Background: an optimization exercise with open tools, aiming at small area, a short achievable clock period and few clock cycles. Do not read the settings as production practice. Function was checked by simulation only, so behaviour that the tests miss may differ from the original. No activity file was given, so power comes from the tool's default toggle rates.

==> design/flow/design.v <==
module gpusim_bs (
    input  wire        clk,
    input  wire        rst,           
    input  wire        cmd_valid,
    output wire        cmd_ready,
    input  wire [3:0]  cmd_op,
    input  wire [7:0]  cmd_a,
    input  wire [7:0]  cmd_b,
    input  wire [7:0]  cmd_c,
    output wire        rsp_valid,
    output wire [3:0]  rsp_kind,
    output wire [1:0]  rsp_space,
    output wire [15:0] rsp_info,
    input  wire [7:0]  rd_addr,
    output wire [7:0]  rd_data,
    input  wire [2:0]  rd_reg,
    output wire [7:0]  rd_reg_data,
    output wire [7:0]  pc_o,
    output wire [7:0]  pend_o,
    output wire [1:0]  ctrl_o
);
    localparam MEM_SIZE  = 64;
    localparam REG_COUNT = 8;
    localparam NWORDS    = 21;        
    localparam OP_RESET  = 4'd0;
    localparam OP_LOAD   = 4'd1;
    localparam OP_STEP   = 4'd2;
    localparam OP_EXEI   = 4'd4;
    localparam OP_RUN    = 4'd5;
    localparam OP_PAUSE  = 4'd6;
    localparam OP_STOP   = 4'd7;
    localparam OP_WRMEM  = 4'd8;
    localparam K_OK      = 4'd0;
    localparam K_TOOBIG  = 4'd5;
    localparam K_BADCODE = 4'd7;
    localparam K_OOB     = 4'd9;
    localparam K_UNSUP   = 4'd10;
    localparam SP_NONE   = 2'd0;
    localparam SP_REG    = 2'd1;
    localparam SP_MEM    = 2'd2;
    localparam SP_FETCH  = 2'd3;
    localparam C_STOPPED = 2'd0;
    localparam C_RUNNING = 2'd1;
    localparam C_PAUSED  = 2'd2;
    reg [7:0]  mem  [0:MEM_SIZE-1];
    reg [7:0]  regs [0:REG_COUNT-1];
    reg [5:0]  pc;         
    reg [4:0]  k;          
    reg [6:0]  pend;       
    reg [1:0]  ctrl;
    reg        loading;    
    reg        running;    
    reg        exei;       
    reg [23:0] ir;
    reg        r_valid;    
    reg [3:0]  r_kind;
    reg [1:0]  r_space;
    reg [15:0] r_info;
    assign cmd_ready = !running && !exei;
    wire idle_cmd   = cmd_valid && !loading && !running && !exei;
    wire is_op_step = (cmd_op == OP_STEP);
    wire is_op_exei = (cmd_op == OP_EXEI);
    wire is_op_run  = (cmd_op == OP_RUN);
    wire [7:0] pdist      = {1'b0, pend} - {2'b0, pc};
    wire       pc_lt_pend = !pdist[7] && (pdist != 8'd0);      
    wire       last3      = pdist[7] || (pdist[6:2] == 5'd0);  
    wire       lane1_ok   = !pdist[7] && (pdist > 8'd1);       
    wire       lane2_ok   = !pdist[7] && (pdist > 8'd2);       
    wire [7:0] x_op = ir[23:16];
    wire [7:0] x_a  = ir[15:8];
    wire [7:0] x_b  = ir[7:0];
    wire       ridx_b = (x_op[2:0] == 3'd4);
    wire [2:0] ridx   = ridx_b ? x_b[2:0] : x_a[2:0];
    wire [7:0] rval   = regs[ridx];
    wire op_alu   = (x_op == 8'h01) || (x_op == 8'h02) || (x_op == 8'h03);
    wire op_store = (x_op == 8'h04);
    wire fetch_oob = !exei && (k == 5'd21);
    reg        d_fault;
    reg [3:0]  d_kind;
    reg [1:0]  d_space;
    reg [7:0]  d_info;
    always @(*) begin
        d_fault = 1'b1;
        d_kind  = K_OOB;
        d_space = SP_REG;
        d_info  = x_a;
        if (fetch_oob) begin
            d_space = SP_FETCH;
            d_info  = 8'd64;
        end else if (op_alu) begin
            d_fault = (x_a[7:3] != 5'd0);
        end else if (op_store) begin
            if (x_a[7:6] != 2'd0) begin
                d_space = SP_MEM;
            end else if (x_b[7:3] != 5'd0) begin
                d_info  = x_b;
            end else begin
                d_fault = 1'b0;
            end
        end else begin
            d_kind  = K_BADCODE;
            d_space = SP_NONE;
            d_info  = x_op;
        end
    end
    wire [7:0] alu = (x_op[1:0] == 2'b01) ? x_b :
                     (x_op[1:0] == 2'b10) ? rval + x_b : rval - x_b;
    wire run_acc = idle_cmd && is_op_run;
    wire x_en    = running || exei || (idle_cmd && is_op_step) || (run_acc && pc_lt_pend);
    wire x_ok    = x_en && !d_fault;
    wire reg_we  = x_ok && op_alu;
    wire st_we   = x_ok && op_store;
    wire advance = x_ok && !exei;                 
    wire clear_all = rst || (idle_cmd && cmd_op == OP_RESET);
    wire beat      = loading && cmd_valid;
    wire wm_we     = idle_cmd && (cmd_op == OP_WRMEM) && (cmd_a[7:6] == 2'd0);
    wire [5:0] waddr = wm_we ? cmd_a[5:0] : x_a[5:0];
    wire [7:0] wbyte = wm_we ? cmd_b : rval;
    wire       wsel  = wm_we || st_we;
    wire [7:0] wd0 = (beat ? cmd_a : wbyte) & {8{!clear_all}};
    wire [7:0] wd1 = (beat ? cmd_b : wbyte) & {8{!clear_all}};
    wire [7:0] wd2 = (beat ? cmd_c : wbyte) & {8{!clear_all}};
    reg [MEM_SIZE-1:0] mem_we;
    integer i;
    always @(*) begin
        for (i = 0; i < MEM_SIZE; i = i + 1)
            mem_we[i] = clear_all
                     || (beat && k == i / 3 && (i % 3 == 0 || (i % 3 == 1 && lane1_ok) || (i % 3 == 2 && lane2_ok)))
                     || (wsel && waddr == i);
    end
    always @(posedge clk) begin
        for (i = 0; i < MEM_SIZE; i = i + 1)
            if (mem_we[i])
                mem[i] <= (i % 3 == 0) ? wd0 : (i % 3 == 1) ? wd1 : wd2;
    end
    wire [7:0] rwd = alu & {8{!clear_all}};
    always @(posedge clk) begin
        for (i = 0; i < REG_COUNT; i = i + 1)
            if (clear_all || (reg_we && x_a[2:0] == i))
                regs[i] <= rwd;
    end
    wire [23:0] words [0:31];
    genvar gw;
    generate
        for (gw = 0; gw < 32; gw = gw + 1) begin : g_words
            if (gw < NWORDS)
                assign words[gw] = {mem[3*gw], mem[3*gw+1], mem[3*gw+2]};
            else
                assign words[gw] = 24'd0;
        end
    endgenerate
    wire        at_pc = r_valid || exei;
    wire [4:0]  fa    = at_pc ? k : k + 5'd1;
    wire [23:0] fword = words[fa];
    wire        ir_ld = at_pc || (running && !d_fault) || cmd_valid;
    wire [5:0] fdiff = x_a[5:0] - (at_pc ? pc : pc + 6'd3);
    always @(posedge clk) begin
        if (clear_all)
            ir <= 24'd0;
        else if (idle_cmd && is_op_exei)
            ir <= {cmd_a, cmd_b, cmd_c};
        else if (ir_ld) begin
            ir[23:16] <= (st_we && fdiff == 6'd0) ? rval : fword[23:16];
            ir[15:8]  <= (st_we && fdiff == 6'd1) ? rval : fword[15:8];
            ir[7:0]   <= (st_we && fdiff == 6'd2) ? rval : fword[7:0];
        end
    end
    wire       late    = running || exei;             
    wire       x_end   = exei || d_fault || last3;
    assign rsp_valid = r_valid || (late && x_end && !rst);
    assign rsp_kind  = late ? (d_fault ? d_kind : K_OK) : r_kind;
    assign rsp_space = late ? (d_fault ? d_space : SP_NONE) : r_space;
    assign rsp_info  = late ? (d_fault ? {8'd0, d_info} : {14'd0, exei, 1'b0}) : r_info;
    always @(posedge clk) begin
        r_valid <= 1'b0;
        if (clear_all) begin
            pc      <= 6'd0;
            k       <= 5'd0;
            pend    <= 7'd0;
            ctrl    <= C_STOPPED;
            loading <= 1'b0;
            running <= 1'b0;
            exei    <= 1'b0;
            r_kind  <= K_OK;
            r_space <= SP_NONE;
            r_info  <= 16'd0;
            r_valid <= !rst;
        end else if (beat) begin
            pc <= pc + 6'd3;
            k  <= k + 5'd1;
            if (last3) begin
                pc      <= 6'd0;
                k       <= 5'd0;
                loading <= 1'b0;
                r_kind  <= K_OK;
                r_space <= SP_NONE;
                r_info  <= 16'd0;
                r_valid <= 1'b1;
            end
        end else if (exei) begin
            exei <= 1'b0;                     
        end else if (x_en) begin
            r_kind  <= d_kind;
            r_space <= d_space;
            r_info  <= {8'd0, d_info};
            if (advance) begin
                pc <= pc + 6'd3;
                k  <= k + 5'd1;
            end
            if (d_fault) begin
                running <= 1'b0;
                r_valid <= !running;
                if (run_acc)
                    ctrl <= C_RUNNING;
            end else begin
                r_kind  <= K_OK;
                r_space <= SP_NONE;
                r_info  <= 16'd0;
                if (!running && !run_acc) begin
                    r_valid <= 1'b1;          
                end else if (last3) begin
                    ctrl    <= C_STOPPED;
                    running <= 1'b0;
                    r_valid <= !running;
                end else begin
                    ctrl    <= C_RUNNING;
                    running <= 1'b1;
                end
            end
        end else if (idle_cmd) begin
            r_kind  <= K_OK;
            r_space <= SP_NONE;
            r_info  <= 16'd0;
            r_valid <= 1'b1;
            case (cmd_op)
                OP_LOAD: begin
                    if ({cmd_a, cmd_b} > MEM_SIZE) begin
                        r_kind <= K_TOOBIG;
                        r_info <= {cmd_a, cmd_b};
                    end else begin
                        pend <= cmd_b[6:0];
                        pc   <= 6'd0;
                        k    <= 5'd0;
                        if (cmd_b[6:0] != 7'd0) begin
                            loading <= 1'b1;
                            r_valid <= 1'b0;
                        end
                    end
                end
                OP_EXEI: begin
                    exei    <= 1'b1;
                    r_valid <= 1'b0;
                end
                OP_RUN:   ctrl <= C_STOPPED;        
                OP_PAUSE: ctrl <= C_PAUSED;
                OP_STOP:  ctrl <= C_STOPPED;
                OP_WRMEM: begin
                    if (cmd_a[7:6] != 2'd0) begin
                        r_kind  <= K_OOB;
                        r_space <= SP_MEM;
                        r_info  <= {8'd0, cmd_a};
                    end
                end
                default: begin
                    r_kind <= K_UNSUP;
                    r_info <= {12'd0, cmd_op};
                end
            endcase
        end
    end
    assign rd_data     = (rd_addr[7:6] == 2'd0) ? mem[rd_addr[5:0]] : 8'd0;
    assign rd_reg_data = regs[rd_reg];
    assign pc_o        = {2'b0, pc};
    assign pend_o      = {1'b0, pend};
    assign ctrl_o      = ctrl;
endmodule
==> design/flow/run.sh <==
#!/bin/bash
# synth_recipe.tcl (not shown) runs the flow's synth.tcl, then flattens the netlist and writes it again
# the make line also repeats each setting of config.mk as NAME=value (left out here)
make -C /OpenROAD-flow-scripts/flow DESIGN_CONFIG=/design/flow/config.mk WORK_HOME=/design/flow/orfs CLKGATE_MAP_FILE= SYNTH_SCRIPT=/design/flow/synth_recipe.tcl finish
==> design/flow/config.mk <==
export PLATFORM = sky130hd
export DESIGN_NAME = gpusim_bs
export DESIGN_NICKNAME = gpusim_bs
export VERILOG_FILES = /design/flow/design.v
export SDC_FILE = /design/flow/constraint.sdc
export NUM_CORES = 4
export LEC_CHECK = 0
export CAP_MARGIN = 20
export CORE_MARGIN = 2
export CORE_UTILIZATION = 45
export SETUP_SLACK_MARGIN = 5
export SLEW_MARGIN = 20
export TNS_END_PERCENT = 0
==> design/flow/constraint.sdc <==
create_clock -name core_clock -period 10.0 [get_ports {clk}]
set_input_delay 2.0000 -clock core_clock [delete_from_list [all_inputs] [get_ports {clk}]]
set_output_delay 2.0000 -clock core_clock [all_outputs]
set_load 0.01 [all_outputs]
==> flow_metrics.env, run 1 <==
export IMPL_gr_total_overflow=0
export IMPL_ys_ff_latch=646
export IMPL_vias=32800
export IMPL_p_leak_nw=14.4
export IMPL_ys_top_cells_by_area="edfxtp_1 54%, a22oi_1 5.0%, dfxtp_1 4.4%"
export IMPL_required_ns=8.00
export IMPL_hold_viol_final=0
export IMPL_initial_core_util_pct=45.2
export IMPL_comb_power_share_pct=17.3
export IMPL_clock_latency_ns=0.67
export IMPL_drv_slew=0
export IMPL_fin_area_sq_um=40900
export IMPL_dieArea_sq_um=73600
export IMPL_hold_class="reg2reg"
export IMPL_synth_ff_type="edfxtp_1"
export IMPL_synth_edff_count=576
export IMPL_grt_start_max_net_pins=54
export IMPL_status="timing/DRC/antenna clean"
export IMPL_cts_made_buffers=71
export IMPL_maxCapViolCount=0
export IMPL_seqCellArea_sq_um=18700
export IMPL_wl_mm=206
export IMPL_areaGrowthSynthToFinish_pct=27.3
export IMPL_tns_ns=0
export IMPL_place_area_sq_um=35400
export IMPL_grt_usage_pct=54.7
export IMPL_place_ws_ns=2.24
export IMPL_cpMostUsedCell="buf_6"
export IMPL_cts_sinks=646
export IMPL_drive_gt1_share_pct=22.9
export IMPL_multi_input_area_sq_um=14000
export IMPL_place_detailed_hpwl_mm=145
export IMPL_clk_pin_slew_ns=0.06
export IMPL_critPathBufInv=4
export IMPL_worst_slack_ns=3.90
export IMPL_worstPathArrival_ns=4.10
export IMPL_rsz0062_at_grt="true"
export IMPL_fin_crit_sh_pct=61.0
export IMPL_crit_path_start_kind="primary input"
export IMPL_grt_pass1_vias=30000
export IMPL_fp_dieH_microns=271
export IMPL_cts_htree_levels=3
export IMPL_synth_distinct_cells=94
export IMPL_nFillCells=5652
export IMPL_finalPower_mw=8.39
export IMPL_cts_root_buf="clkbuf_16"
export IMPL_routed_via_density=7.83
export IMPL_switching_share_pct=33.6
export IMPL_cts_tree="built"
export IMPL_cts_buffer_depth=3
export IMPL_p_seq_share_pct=49.6
export IMPL_cts_hold_buf=0
export IMPL_gp_congestion=1.14
export IMPL_power_frac_clock_pct=33.1
export IMPL_nets=3246
export IMPL_firstDrtPassIters=10
export IMPL_core_sq_um=71100
export IMPL_fmax_ghz=0.164
export IMPL_wl_per_cell_microns=49.1
export IMPL_post_synth_cell_area_avg_sq_um=11.4
export IMPL_port_buffers=96
export IMPL_path_class="in2out"
export IMPL_slew_headroom_pct=13.2
export IMPL_peakVddDrop_mv=0.207
export IMPL_cp_slowest_stage_delay_ns=0.55
export IMPL_ys_async_sr_fraction_pct=0
export IMPL_path_delay_family="simple AND/OR/NAND/NOR gates"
export IMPL_fin_crit_ns=6.10
export IMPL_drcViolationCount=0
export IMPL_power_density_nw_per_um2=205
export IMPL_ant_nets=0
export IMPL_boundaryPins=100
export IMPL_syn_inst=2819
export IMPL_ys_warn_count=3
export IMPL_slowest_stage="a22oi_2"
export IMPL_die_x_microns=271
export IMPL_antenna_found_initial=18
export IMPL_endpoint_kind="output pin"
export IMPL_grt_pass1_wl_mm=269
export IMPL_p_int_mw=5.57
export IMPL_setup_viol=0
export IMPL_yosysTopAreaCell="edfxtp_1"
export IMPL_crit_chain="buf_6 > nand4_1 > buf_6 > nor2_4 > buf_6 > a22oi_2 > nand4_1 > nor4_1 > a21oi_1 > buf_2"
export IMPL_first_iter_violations=7587
export IMPL_switchingPower_mw=2.82
export IMPL_netlist_area_sq_um=32200
export IMPL_synth_top_area_share_pct=53.8
export IMPL_rows=98
export IMPL_path_max_fanout=7
export IMPL_worst_pin_slew_ns=1.29
export IMPL_synth_seq_area_share_pct=58.1
export IMPL_fin_worst_skew_ns=0.0509
==> cell usage after synthesis, types with 46 or more instances <==
cell type,instances
nor3_1,46
o21ai_0,123
clkbuf_1,105
dfxtp_1,70
mux2i_1,58
o22ai_1,72
nor2_1,225
edfxtp_1,576
a221oi_1,117
nand2_1,257
a21oi_1,175
a22oi_1,214
nand4_1,68
nand3_1,76
a22o_1,86
inv_1,49
==> placed cells by master (no fill, tap or decap), types with 71 or more instances in the layout <==
master             n
edfxtp_1         576
buf_4            280
nand2_1          247
a22oi_1          203
a21oi_1          167
nor2_1           155
o21ai_0          118
a221oi_1          87
a22o_1            84
clkdlybuf4s50_1   77
clkbuf_16         71
==> metrics by stage <==
stage / hold slack (ns) / utilization (%) / std cells
after floorplan: 0.432 / - / 2821
after global placement: 0.442 / 49.7 / 3853
after detailed placement: 0.455 / 49.8 / 3856
after CTS: 0.462 / 57.2 / 4168
after global routing: 0.480 / 57.5 / 4185
final: 0.465 / 57.6 / 4192
==> final timing paths <==
kind | end | startpoint | depth (start not counted) | slack, ns
worst max-delay path | rd_data[4] | rd_addr[0] | 10 | 3.90
worst min register to register | r_info[5] | r_info[5] | 2 | 0.47
worst max register to register | ir[18] | k[0] | 13 | 4.02
worst min-delay path | r_info[5] | r_info[5] | 2 | 0.47
==> worst reg2reg max path, cell delays in order, from the launching register on <==
cell       delay, ns
dfxtp_1         0.71
ha_1            0.46
and3_1          0.20
ha_1            0.26
or3b_2          0.23
o22ai_1         0.10
buf_4           0.25
nand2_1         0.83
nor2_2          0.33
buf_4           0.36
a221oi_1        0.30
nand4_1         0.49
a2111oi_0       1.10
a2111oi_0       0.18
==> routing by layer <==
layer  share of wire [%]  GRT usage [%]  wire (microns)  up-vias
met5                0.24           2.95             492        -
met4                  12           47.5           24200       24
met3                  16           26.2           33300     1100
met2                  40           76.1           81900     3811
met1                  32           62.5           66000    15800
li1                    -              -               -    12100
==> cell type report <==
type,instances,area share [%]
multi-input cells,1963,34.3
repair buffers,443,10.7
clock inverters,35,1.28
well taps,950,2.90
flip-flops and latches,646,45.7
diodes,10,0.0611
inverters,51,0.480
clock buffers,94,4.65
==> registers in the layout (all words and copies together), names as in the netlist <==
| name | count |
|---|---|
| ctrl | 2 |
| exei | 1 |
| ir | 24 |
| k | 5 |
| loading | 1 |
| mem | 512 |
| pc | 6 |
| pend | 7 |
| r_info | 16 |
| r_kind | 4 |
| r_space | 2 |
| r_valid | 1 |
| regs | 64 |
| running | 1 |
==> cells by family after synthesis <==
family | count (synthesis) | synth area share (%)
AO/OA/AOI/OAI | 996 | 22.2
XOR/XNOR | 26 | 0.708
adder cells (fa/ha/maj) | 28 | 1.16
buffers and inverters | 212 | 2.76
flip-flops | 646 | 58.1
multiplexers | 74 | 2.58
other | 1 | 0.0117
AND/OR/NAND/NOR | 836 | 12.4
==> power by group through the flow <==
stage / logic [mW] / registers [mW] / clock network, mW
final: 1.45 / 4.16 / 2.77
after global routing: 1.48 / 4.11 / 2.86
after CTS: 1.35 / 4.06 / 2.75
after detailed placement: 1.29 / 4.11 / 0
after global placement: 1.26 / 4.10 / 0
after floorplan: 0.732 / 3.73 / 0
==> repair_timing <==
action | CTS | global route
setup endpoints to repair | 725 | 910
cloned | 2 | 0
setup buffers | 181 | 13
pin swaps | 88 | 21
resized for setup | 239 | 28
Testbench counts, summed over its fixed seeds: cycles 18,863.
==> run 2, diff against run 1 <==
--- a/design/flow/config.mk
+++ b/design/flow/config.mk
@@ -7,7 +7,8 @@
 export LEC_CHECK = 0
 export CAP_MARGIN = 20
 export CORE_MARGIN = 2
-export CORE_UTILIZATION = 45
+export CORE_UTILIZATION = 40
+export CTS_BUF_LIST = sky130_fd_sc_hd__clkbuf_8
 export SETUP_SLACK_MARGIN = 5
 export SLEW_MARGIN = 20
 export TNS_END_PERCENT = 0
==> flow_metrics.env, run 2 <==
export IMPL_status="timing/DRC/antenna clean"
export IMPL_p_leak_nw=14.5
export IMPL_boundaryPins=100
export IMPL_r2r_start="k[0]"
export IMPL_crit_path_start="rd_addr[1]"
export IMPL_worst_pin_slew_ns=1.34
export IMPL_first_iter_violations=6569
export IMPL_wl_met1_mm=70.6
export IMPL_gp_congestion=1.16
export IMPL_required_ns=8.00
export IMPL_peakVddDrop_mv=0.122
export IMPL_top_layer_used="met5"
export IMPL_maxCapViolCount=0
export IMPL_endpoint_kind="output pin"
export IMPL_reg2reg_slack_ns=4.06
export IMPL_clk_pin_slew_ns=0.05
export IMPL_ys_top_cells_by_area="edfxtp_1 54%, a22oi_1 5.0%, dfxtp_1 4.4%"
export IMPL_rows=103
export IMPL_r2r_cells=13
export IMPL_dieArea_sq_um=82700
export IMPL_synth_common_cells="576 x edfxtp_1, 257 x nand2_1, 225 x nor2_1, 214 x a22oi_1, 175 x a21oi_1"
export IMPL_tns_ns=0
export IMPL_cts_htree_levels=3
export IMPL_gr_total_overflow=0
export IMPL_ant_nets=0
export IMPL_post_synth_cell_area_avg_sq_um=11.4
export IMPL_syn_inst=2819
export IMPL_cp_num_cells=10
export IMPL_cts_sinks=646
export IMPL_cpMostUsedCell="buf_6"
export IMPL_hold_viol_final=0
export IMPL_synth_distinct_cells=94
export IMPL_slew_headroom_pct=10.2
export IMPL_hold_class="reg2reg"
export IMPL_power_density_nw_per_um2=199
export IMPL_path_delay_family="simple AND/OR/NAND/NOR gates"
export IMPL_wl_mm=216
export IMPL_synth_ff_type="edfxtp_1"
export IMPL_r2r_end="ir[11]"
export IMPL_nets=3269
export IMPL_path_class="in2out"
export IMPL_place_detailed_hpwl_mm=151
export IMPL_netlist_area_sq_um=32200
export IMPL_fp_dieH_microns=288
export IMPL_drive_gt1_share_pct=23.7
export IMPL_antenna_found_initial=20
export IMPL_yosysTopAreaCell="edfxtp_1"
export IMPL_nFillCells=6851
export IMPL_fin_worst_skew_ns=0.0457
export IMPL_synth_seq_area_share_pct=58.1
export IMPL_ys_ff_latch=646
export IMPL_critPathBufInv=4
export IMPL_fin_crit_sh_pct=60.6
export IMPL_largest_reg_flops=512
export IMPL_port_buffers=96
export IMPL_firstDrtPassIters=10
export IMPL_layout_common_cells="576 x edfxtp_1, 251 x buf_4, 247 x nand2_1"
export IMPL_areaGrowthSynthToFinish_pct=27.3
export IMPL_ys_async_sr_fraction_pct=0
export IMPL_cp_slowest_stage_delay_ns=0.56
export IMPL_wl_met2_mm=86.5
export IMPL_grt_pass1_vias=30200
export IMPL_worstSetupEndpoint="rd_data[5]"
export IMPL_synth_edff_count=576
export IMPL_ys_warn_count=3
export IMPL_drcViolationCount=0
export IMPL_fmax_ghz=0.165
export IMPL_crit_chain="buf_6 > nand4_1 > buf_6 > nor2_1 > buf_6 > a22oi_2 > nand4_1 > nor3_2 > a21oi_2 > buf_2"
export IMPL_cts_buffer_depth=3
export IMPL_cts_made_buffers=110
export IMPL_grt_usage_pct=51.5
export IMPL_core_sq_um=79300
export IMPL_vias=33100
export IMPL_rsz0062_at_grt="true"
export IMPL_drv_slew=0
export IMPL_cts_tree="built"
export IMPL_die_x_microns=288
export IMPL_path_max_fanout=8
export IMPL_grt_pass1_wl_mm=281
export IMPL_worstPathArrival_ns=4.06
export IMPL_wl_per_cell_microns=49.7
export IMPL_synth_top_area_share_pct=53.8
export IMPL_cts_root_buf="clkbuf_8"
export IMPL_initial_core_util_pct=40.6
export IMPL_fin_util_pct=51.6
export IMPL_regMostFlops="mem"
export IMPL_clock_latency_ns=0.80
export IMPL_slowest_stage="a22oi_2"
export IMPL_routed_via_density=7.61
export IMPL_wl_met3_mm=34.1
export IMPL_crit_path_start_kind="primary input"
export IMPL_setup_viol=0
export IMPL_yosysMostFrequentCell="edfxtp_1"
export IMPL_reg_top3="mem x512, regs x64, ir x24"
export IMPL_final_common_cell="edfxtp_1"
export IMPL_fin_crit_ns=6.06
export IMPL_grt_start_max_net_pins=56
-- run 2: cell types whose count changed in the layout (fill, tap and decap cells not counted), moves of 7 or more --
cell / change
buf_12: +7
clkinv_1: +12
o21ai_0: -7
clkbuf_16: -71
inv_1: +37
clkbuf_8: +113
clkinv_2: +9
buf_4: -29
clkbuf_1: -19
-- run 2: cell type report --
class / count / area [sq um] / area share (%)
Clock inverter: 87 / 578 / 1.41
Clock buffer: 117 / 1610 / 3.93
Sequential cell: 646 / 18700 / 45.7
Inverter: 51 / 200 / 0.489
Antenna cell: 8 / 20.0 / 0.0489
Multi-Input combinational cell: 1963 / 14100 / 34.6
Timing Repair Buffer: 427 / 4370 / 10.7
Tap cell: 1050 / 1310 / 3.21
-- run 2: timing repair --
item | 4_1_cts | 5_1_grt
pin swaps | 100 | 22
endpoints found under the setup margin | 412 | 680
hold buffers | 0 | 0
gates resized for setup | 289 | 16
buffers inserted | 166 | 8
cloned | 2 | 0
-- run 2: how the worst min path moves through the flow --
| stage | from | depth (start not counted) | to | slack, ns |
|---|---|---|---|---|
| 3_3_place_gp | r_kind[3] | 2 | r_kind[3] | 0.44 |
| 3_5_place_dp | r_kind[3] | 2 | r_kind[3] | 0.46 |
| 4_1_cts | r_kind[3] | 2 | r_kind[3] | 0.46 |
| 6_report | r_kind[3] | 2 | r_kind[3] | 0.47 |
| 2_1_floorplan | r_info[5] | 2 | r_info[5] | 0.43 |
| 5_1_grt | r_kind[3] | 2 | r_kind[3] | 0.50 |
-- run 2: cells by family after synthesis --
group | count (synthesis) | synth area share (%)
DFF | 646 | 58.1
buffers and inverters | 212 | 2.76
adders and majority gates | 28 | 1.16
xor gates and xnor gates | 26 | 0.708
AOI/OAI and AO/OA | 996 | 22.2
and+or+nand+nor | 836 | 12.4
muxes | 74 | 2.58
other | 1 | 0.0117
-- run 2: power breakdown --
part,internal [mW],switching [mW]
Combinational,0.431,1.04
Clock,1.23,1.23
Sequential,3.56,0.636
-- run 2: routing by layer --
| metal | global-route usage, % | vias up |
|---|---|---|
| met3 | 26.8 | 1149 |
| met2 | 72.7 | 3707 |
| met4 | 42.7 | 31 |
| li1 | - | 12100 |
| met1 | 57.4 | 16100 |
| met5 | 0.756 | - |
-- run 2: through the flow --
step / cell area [sq um] / power (mW) / setup slack [ns] / hold WS (ns) / instances
floorplan: 32600 / 4.46 / 4.70 / 0.432 / 2821
global placement: 35500 / 5.42 / 2.40 / 0.440 / 3960
detailed placement: 35600 / 5.45 / 2.38 / 0.456 / 3961
CTS: 40800 / 7.92 / 4.09 / 0.464 / 4333
global route: 40900 / 8.22 / 3.98 / 0.502 / 4342
finish: 40900 / 8.13 / 3.94 / 0.466 / 4349
-- run 2: worst register-to-register path: stages (launching register included) --
cell and delay, ns:
dfxtp_1 0.71, ha_1 0.47, and3_1 0.21, ha_1 0.18, or3b_2 0.47, o21ai_0 0.14, or4_1 0.87, buf_4 0.50
a21oi_1 0.12, a21oi_1 0.60, nand4_1 0.21, a2111oi_1 1.08, a221o_1 0.28, nor2_1 0.05

## separate check: timing with driven ports
The flow's constraints put no driver on any port. The routed layouts listed below were extracted and timed again, unchanged, in two steps.
Step 1 sets driving cells, clkbuf_16 on the clock port and buf_2 on the other inputs (assumed; they add their load-dependent delay and slew).
Step 2 times the ports against the registers' clock, not the clock port: input delays grow and output delays shrink by t, the midpoint of the rising clock arrivals with the driver on.
Slacks: ideal / step 1 / step 2; pairs: ideal / step 1.
run | t (ns) | setup WS [ns] | slew at the worst register clock pin (ns) | pins driven straight from the clock port
run 1 | 0.716 | 3.904 / 3.850 / 3.418 | 0.07 / 0.07 | 1
run 2 | 0.835 | 3.942 / 3.893 / 3.561 | 0.08 / 0.08 | 1
After both steps setup and hold are still met in every run listed. For run 1, which loses most, drivers alone change the setup slack by -0.054 ns; drivers and shift together by -0.486 ns.
